Context: an optimization exercise on an open-source flow, tuned for small area, a short achievable clock period and few clock cycles. The choices shown serve that exercise and are no tape-out recipe.
Only simulation tests tie the RTL to the original design; equivalence was not proved.
No activity file was given, so power comes from the tool's default toggle rates.

before:
==> flow/design.v <==
module gps_core (
    input  wire        clk,
    input  wire        rst,
    input  wire        wr_en,
    input  wire [9:0]  wr_addr,
    input  wire [15:0] wr_data,
    input  wire [9:0]  rd_addr,
    output reg  [15:0] rd_data,
    output reg         busy,
    output reg  [2:0]  status,
    output reg         rx_valid,
    input  wire        rxs_valid,
    input  wire [7:0]  rxs_data,
    input  wire        rxs_fail,
    output reg         rxs_ready,
    output reg         txs_valid,
    output reg  [7:0]  txs_data,
    input  wire        txs_ready,
    input  wire        txs_fail
);
    localparam [7:0] DLE = 8'h10;
    localparam [7:0] ETX = 8'h03;
    localparam [2:0] ST_OK        = 3'd0;
    localparam [2:0] ST_TOO_BIG   = 3'd1;
    localparam [2:0] ST_FRAMING   = 3'd2;
    localparam [2:0] ST_CHECKSUM  = 3'd3;
    localparam [2:0] ST_TRANSPORT = 3'd4;
    localparam [2:0] P_START = 3'd1;
    localparam [2:0] P_TYPE  = 3'd2;
    localparam [2:0] P_LEN   = 3'd3;
    localparam [2:0] P_PAY   = 3'd4;
    localparam [2:0] P_CKS   = 3'd5;
    localparam [2:0] P_END   = 3'd6;
    localparam [2:0] P_ETX   = 3'd7;
    integer i;
    reg  [7:0]  acc;
    reg  [7:0]  ck_result;
    reg  [7:0]  din;
    reg  [7:0]  tx_type;
    reg  [15:0] tx_len;
    reg  [7:0]  rx_type;
    reg  [7:0]  rx_len;
    reg  [7:0]  tx_mem [0:254];
    reg  [7:0]  rx_mem [0:254];
    reg         enc;        
    reg  [2:0]  ph;
    reg         esc;        
    reg  [7:0]  idx;        
    reg  [7:0]  cacc;       
    reg  [7:0]  fp;         
    reg         pv;         
    reg         esel;       
    reg  [7:0]  rq;
    reg         rq_add;
    reg         rq_wr;
    reg  [7:0]  rq_idx;
    wire       cmd_wr = wr_en && (wr_addr == 10'h000) && !busy;
    wire [7:0] cmd    = wr_data[7:0];
    always @(posedge clk) begin
        if (wr_en && wr_addr == 10'h001) din     <= wr_data[7:0];
        if (wr_en && wr_addr == 10'h005) tx_type <= wr_data[7:0];
        if (wr_en && wr_addr == 10'h006) tx_len  <= wr_data;
        if (wr_en && wr_addr[9:8] == 2'b01) tx_mem[wr_addr[7:0]] <= wr_data[7:0];
        if (rq_wr) rx_mem[rq_idx] <= rq;
    end
    wire [6:0] ma  = esel ? fp[6:0] : rd_addr[6:0];
    wire [7:0] t0v = tx_mem[{1'b0, ma}];
    wire [7:0] t1v = tx_mem[{1'b1, ma}];
    wire [7:0] r0v = rx_mem[{1'b0, ma}];
    wire [7:0] r1v = rx_mem[{1'b1, ma}];
    reg  [7:0]  s_tx0, s_tx1, s_rx0, s_rx1;    
    reg  [1:0]  s_sel;                         
    reg         s_mem;                         
    reg  [15:0] s_small;                       
    wire [7:0]  s_pf = s_sel[0] ? s_tx1 : s_tx0;
    reg  [15:0] smallv;
    always @(*) begin
        case (rd_addr[3:0])
            4'h2:    smallv = {13'd0, status};
            4'h3:    smallv = {15'd0, busy};
            4'h4:    smallv = {8'd0, ck_result};
            4'h5:    smallv = {8'd0, tx_type};
            4'h6:    smallv = tx_len;
            4'h7:    smallv = {15'd0, rx_valid};
            4'h8:    smallv = {8'd0, rx_type};
            4'h9:    smallv = {8'd0, rx_len};
            default: smallv = 16'd0;
        endcase
    end
    wire       tx_fire  = txs_valid && txs_ready;
    wire       e_ok     = tx_fire && !txs_fail;
    wire       e_adv    = e_ok && !esc;           
    wire       e_field  = (ph == P_TYPE) || (ph == P_LEN) || (ph == P_PAY);
    wire [7:0] e_cks    = 8'd0 - (cacc + txs_data);
    wire       e_tocks  = (ph == P_LEN) ? (txs_data == 8'd0) : (idx == 8'd0);
    wire       e_load   = e_adv && ((ph == P_LEN) || (ph == P_PAY)) && !e_tocks;
    wire       pf_load  = !pv || e_load;
    reg  [7:0] e_nb;
    reg  [2:0] e_nph;
    always @(*) begin
        case (ph)
            P_START: begin e_nb = tx_type;     e_nph = P_TYPE; end
            P_TYPE:  begin e_nb = tx_len[7:0]; e_nph = P_LEN;  end
            P_LEN, P_PAY: begin
                e_nb  = e_tocks ? e_cks : s_pf;
                e_nph = e_tocks ? P_CKS : P_PAY;
            end
            P_CKS:   begin e_nb = DLE;         e_nph = P_END;  end
            default: begin e_nb = ETX;         e_nph = P_ETX;  end
        endcase
    end
    wire e_nesc = (e_nph != P_END) && (e_nph != P_ETX) && (e_nb == DLE);
    wire       rx_fire = rxs_valid && rxs_ready;
    wire       d_field = (ph == P_TYPE) || (ph == P_LEN) || (ph == P_PAY) || (ph == P_CKS);
    wire       d_isdle = (rxs_data == DLE);
    wire [7:0] d_byte  = esc ? DLE : rxs_data;
    wire [7:0] d_need  = 8'd0 - (cacc + (rq_add ? rq : 8'd0));
    wire       d_cks_ok = esc ? (d_need == 8'd0) : (rxs_data == d_need);
    wire       d_plast = (idx + 8'd1 == rx_len);
    always @(posedge clk) begin
        rq     <= rxs_data;
        rq_idx <= idx;
        if (rst) begin
            busy      <= 1'b0;
            rx_valid  <= 1'b0;
            acc       <= 8'd0;
            txs_valid <= 1'b0;
            esel      <= 1'b0;
            rxs_ready <= 1'b0;
            rq_add    <= 1'b0;
            rq_wr     <= 1'b0;
        end else begin
            rq_add <= rx_fire && d_field && !esc;
            rq_wr  <= rx_fire && (ph == P_PAY) && !esc;
            if (rq_add) cacc <= cacc + rq;
            if (cmd_wr) begin
                case (cmd)
                    8'h01: begin
                        acc    <= 8'd0;
                        status <= ST_OK;
                    end
                    8'h02: begin
                        acc    <= acc + din;
                        status <= ST_OK;
                    end
                    8'h03: begin
                        ck_result <= 8'd0 - acc;
                        status    <= ST_OK;
                    end
                    8'h04: begin
                        if (tx_len[15:8] != 8'd0) begin
                            status <= ST_TOO_BIG;
                        end else begin
                            busy      <= 1'b1;
                            enc       <= 1'b1;
                            esel      <= 1'b1;
                            txs_valid <= 1'b1;
                            txs_data  <= DLE;
                            ph        <= P_START;
                            esc       <= 1'b0;
                            cacc      <= 8'd0;
                            fp        <= 8'd0;
                            pv        <= 1'b0;
                        end
                    end
                    8'h05: begin
                        busy      <= 1'b1;
                        enc       <= 1'b0;
                        rx_valid  <= 1'b0;
                        rxs_ready <= 1'b1;
                        ph        <= P_START;
                        esc       <= 1'b0;
                        cacc      <= 8'd0;
                    end
                    default: ;
                endcase
            end
            if (busy && enc) begin
                if (pf_load) begin
                    pv <= 1'b1;
                    fp <= fp + 8'd1;
                end
                if (tx_fire && txs_fail) begin
                    status    <= ST_TRANSPORT;
                    busy      <= 1'b0;
                    esel      <= 1'b0;
                    txs_valid <= 1'b0;
                end else if (e_ok && esc) begin
                    esc <= 1'b0;                     
                end else if (e_ok) begin
                    if (e_field) cacc <= cacc + txs_data;
                    if (ph == P_LEN) idx <= txs_data - 8'd1;
                    if (ph == P_PAY) idx <= idx - 8'd1;
                    if (ph == P_ETX) begin
                        status    <= ST_OK;
                        busy      <= 1'b0;
                        esel      <= 1'b0;
                        txs_valid <= 1'b0;
                    end else begin
                        txs_data <= e_nb;
                        ph       <= e_nph;
                        esc      <= e_nesc;
                    end
                end
            end
            if (busy && !enc && rx_fire) begin
                if (rxs_fail) begin
                    status    <= ST_TRANSPORT;
                    busy      <= 1'b0;
                    rxs_ready <= 1'b0;
                end else if (d_field && !esc && d_isdle) begin
                    esc <= 1'b1;                     
                end else begin
                    esc <= 1'b0;
                    case (ph)
                        P_START: begin
                            if (d_isdle) begin
                                ph <= P_TYPE;
                            end else begin
                                status    <= ST_FRAMING;
                                busy      <= 1'b0;
                                rxs_ready <= 1'b0;
                            end
                        end
                        P_TYPE: begin
                            rx_type <= d_byte;
                            ph      <= P_LEN;
                        end
                        P_LEN: begin
                            rx_len <= d_byte;
                            idx    <= 8'd0;
                            ph     <= (d_byte == 8'd0) ? P_CKS : P_PAY;
                        end
                        P_PAY: begin
                            idx <= idx + 8'd1;
                            if (d_plast) ph <= P_CKS;
                        end
                        P_CKS: begin
                            if (!d_cks_ok) begin
                                status    <= ST_CHECKSUM;
                                busy      <= 1'b0;
                                rxs_ready <= 1'b0;
                            end else begin
                                ph <= P_END;
                            end
                        end
                        P_END: begin
                            if (d_isdle) begin
                                ph <= P_ETX;
                            end else begin
                                status    <= ST_FRAMING;
                                busy      <= 1'b0;
                                rxs_ready <= 1'b0;
                            end
                        end
                        default: begin
                            busy      <= 1'b0;
                            rxs_ready <= 1'b0;
                            if (rxs_data == ETX) begin
                                status   <= ST_OK;
                                rx_valid <= 1'b1;
                            end else begin
                                status <= ST_FRAMING;
                            end
                        end
                    endcase
                end
            end
        end
    end
    always @(posedge clk) begin
        if (!esel || pf_load) begin
            s_tx0 <= t0v;
            s_tx1 <= t1v;
            s_rx0 <= r0v;
            s_rx1 <= r1v;
            s_sel <= esel ? {1'b0, fp[7]} : {rd_addr[9], rd_addr[7]};
        end
        s_mem   <= (rd_addr[9:8] != 2'b00);
        s_small <= smallv;
    end
    always @(*) begin
        if (s_mem) begin
            case (s_sel)
                2'b00:   rd_data = {8'd0, s_tx0};
                2'b01:   rd_data = {8'd0, s_tx1};
                2'b10:   rd_data = {8'd0, s_rx0};
                default: rd_data = {8'd0, s_rx1};
            endcase
        end else begin
            rd_data = s_small;
        end
    end
endmodule
==> flow/config.mk <==
export PLATFORM = sky130hd
export DESIGN_NAME = gps_core
export DESIGN_NICKNAME = gps_core
export VERILOG_FILES = /design/flow/design.v
export SDC_FILE = /design/flow/constraint.sdc
export NUM_CORES = 4
export LEC_CHECK = 0
export CAP_MARGIN = 20
export CORE_MARGIN = 2
export CORE_UTILIZATION = 40
export PLACE_DENSITY = 0.6
export SLEW_MARGIN = 20
==> flow/constraint.sdc <==
create_clock -name core_clock -period 10.0 [get_ports {clk}]
set_input_delay 2.0000 -clock core_clock [delete_from_list [all_inputs] [get_ports {clk}]]
set_output_delay 2.0000 -clock core_clock [all_outputs]
set_load 0.01 [all_outputs]
standard.sh (not shown) runs the stock make flow with config.mk's settings and CLKGATE_MAP_FILE= SYNTH_SCRIPT=/design/flow/synth_recipe.tcl, a recipe that flattens the netlist after the stock synthesis.
==> flow/flow/run.sh <==
#!/bin/bash
# The standard layout (standard.sh: unchanged synthesis and steps), with
# a tighter setup-slack target for the resizer's timing repair and port
# buffers of a plain buffer cell instead of a delay cell.
set -uo pipefail
bash standard.sh SETUP_SLACK_MARGIN=5.8 TNS_END_PERCENT=100 \
    "BUFFER_PORTS_ARGS=-buffer_cell sky130_fd_sc_hd__buf_4" finish > standard_flow.log 2>&1
Testbench counts of before, summed over its fixed seeds: cycles 114,642.
[inputs] after vs before
--- a/flow/design.v
+++ b/flow/design.v
@@ -49,4 +49,5 @@
     reg  [7:0]  cacc;       
     reg  [7:0]  fp;         
+    reg  [7:0]  pf;         
     reg         pv;         
     reg         esel;       
@@ -71,7 +72,5 @@
     reg  [7:0]  s_tx0, s_tx1, s_rx0, s_rx1;    
     reg  [1:0]  s_sel;                         
-    reg         s_mem;                         
-    reg  [15:0] s_small;                       
-    wire [7:0]  s_pf = s_sel[0] ? s_tx1 : s_tx0;
+    reg  [7:0]  s_hi;                          
     reg  [15:0] smallv;
     always @(*) begin
@@ -103,5 +102,5 @@
             P_TYPE:  begin e_nb = tx_len[7:0]; e_nph = P_LEN;  end
             P_LEN, P_PAY: begin
-                e_nb  = e_tocks ? e_cks : s_pf;
+                e_nb  = e_tocks ? e_cks : pf;
                 e_nph = e_tocks ? P_CKS : P_PAY;
             end
@@ -269,26 +268,21 @@
         end
     end
+    wire rd_mem = (rd_addr[9:8] != 2'b00);
     always @(posedge clk) begin
-        if (!esel || pf_load) begin
-            s_tx0 <= t0v;
-            s_tx1 <= t1v;
-            s_rx0 <= r0v;
-            s_rx1 <= r1v;
-            s_sel <= esel ? {1'b0, fp[7]} : {rd_addr[9], rd_addr[7]};
-        end
-        s_mem   <= (rd_addr[9:8] != 2'b00);
-        s_small <= smallv;
+        if (esel && pf_load) pf <= fp[7] ? t1v : t0v;
+        s_tx0 <= rd_mem ? t0v : smallv[7:0];
+        s_tx1 <= t1v;
+        s_sel <= rd_mem ? {rd_addr[9], rd_addr[7]} : 2'b00;
+        s_rx0 <= r0v;
+        s_rx1 <= r1v;
+        s_hi  <= rd_mem ? 8'd0 : smallv[15:8];
     end
     always @(*) begin
-        if (s_mem) begin
-            case (s_sel)
-                2'b00:   rd_data = {8'd0, s_tx0};
-                2'b01:   rd_data = {8'd0, s_tx1};
-                2'b10:   rd_data = {8'd0, s_rx0};
-                default: rd_data = {8'd0, s_rx1};
-            endcase
-        end else begin
-            rd_data = s_small;
-        end
+        case (s_sel)
+            2'b00:   rd_data = {s_hi, s_tx0};
+            2'b01:   rd_data = {s_hi, s_tx1};
+            2'b10:   rd_data = {s_hi, s_rx0};
+            default: rd_data = {s_hi, s_rx1};
+        endcase
     end
 endmodule
Results
after: PASS, flow complete, no timing, DRC or antenna violations. before → after: maximum frequency went up 16 MHz; share of layout cells above drive strength 1 went down 12 points; signed area change from the synthesized netlist to the final layout went up 0.53 points; sequential power held; relative contribution of the clock network to total power went down 1.4 points. Diff after and before: wire length on met3 higher in after. Relative to before, setup fix buffers added after clock tree synthesis has gone up in after. Relative to before, count of buffer and inverter cells on the critical path has decreased by 2 in after. The run showing the greater sequential share of layout area is before. after vs before on number of buffers other than clock buffers in the final layout: after is the higher one.
Testbench counts of after, summed over its fixed seeds: cycles 114,642.

what the ideal ports hide:
How much do the figures lean on ideal ports? The routed layouts below were timed once more, with nothing changed but the port constraints. Step 1 sets driving cells, clkbuf_16 on the clock port and buf_2 on the other inputs (assumed; they add their load-dependent delay and slew). Step 2 moves the port delays by t, midway between the first and last clock arrival at a register: inputs arrive t later, outputs are due t later. That takes back most of the time a late clock gives input paths. a / b / c = no drivers / after step 1 / after step 2; a / b = the first two.
run | t, ns | slack for setup (ns) | clock arrival spread, ns | worst slew at a driven data input, ns | cell pins on the clock port's net
before | 1.076 | 5.287 / 5.194 / 4.809 | 0.081 / 0.082 | 0.19 | 1
after | 1.047 | 5.620 / 5.586 / 4.539 | 0.061 / 0.062 | 0.22 | 1
After both steps setup and hold are still met in every run listed. For after, which loses most, drivers alone change the setup slack by -0.034 ns; drivers and shift together by -1.081 ns.
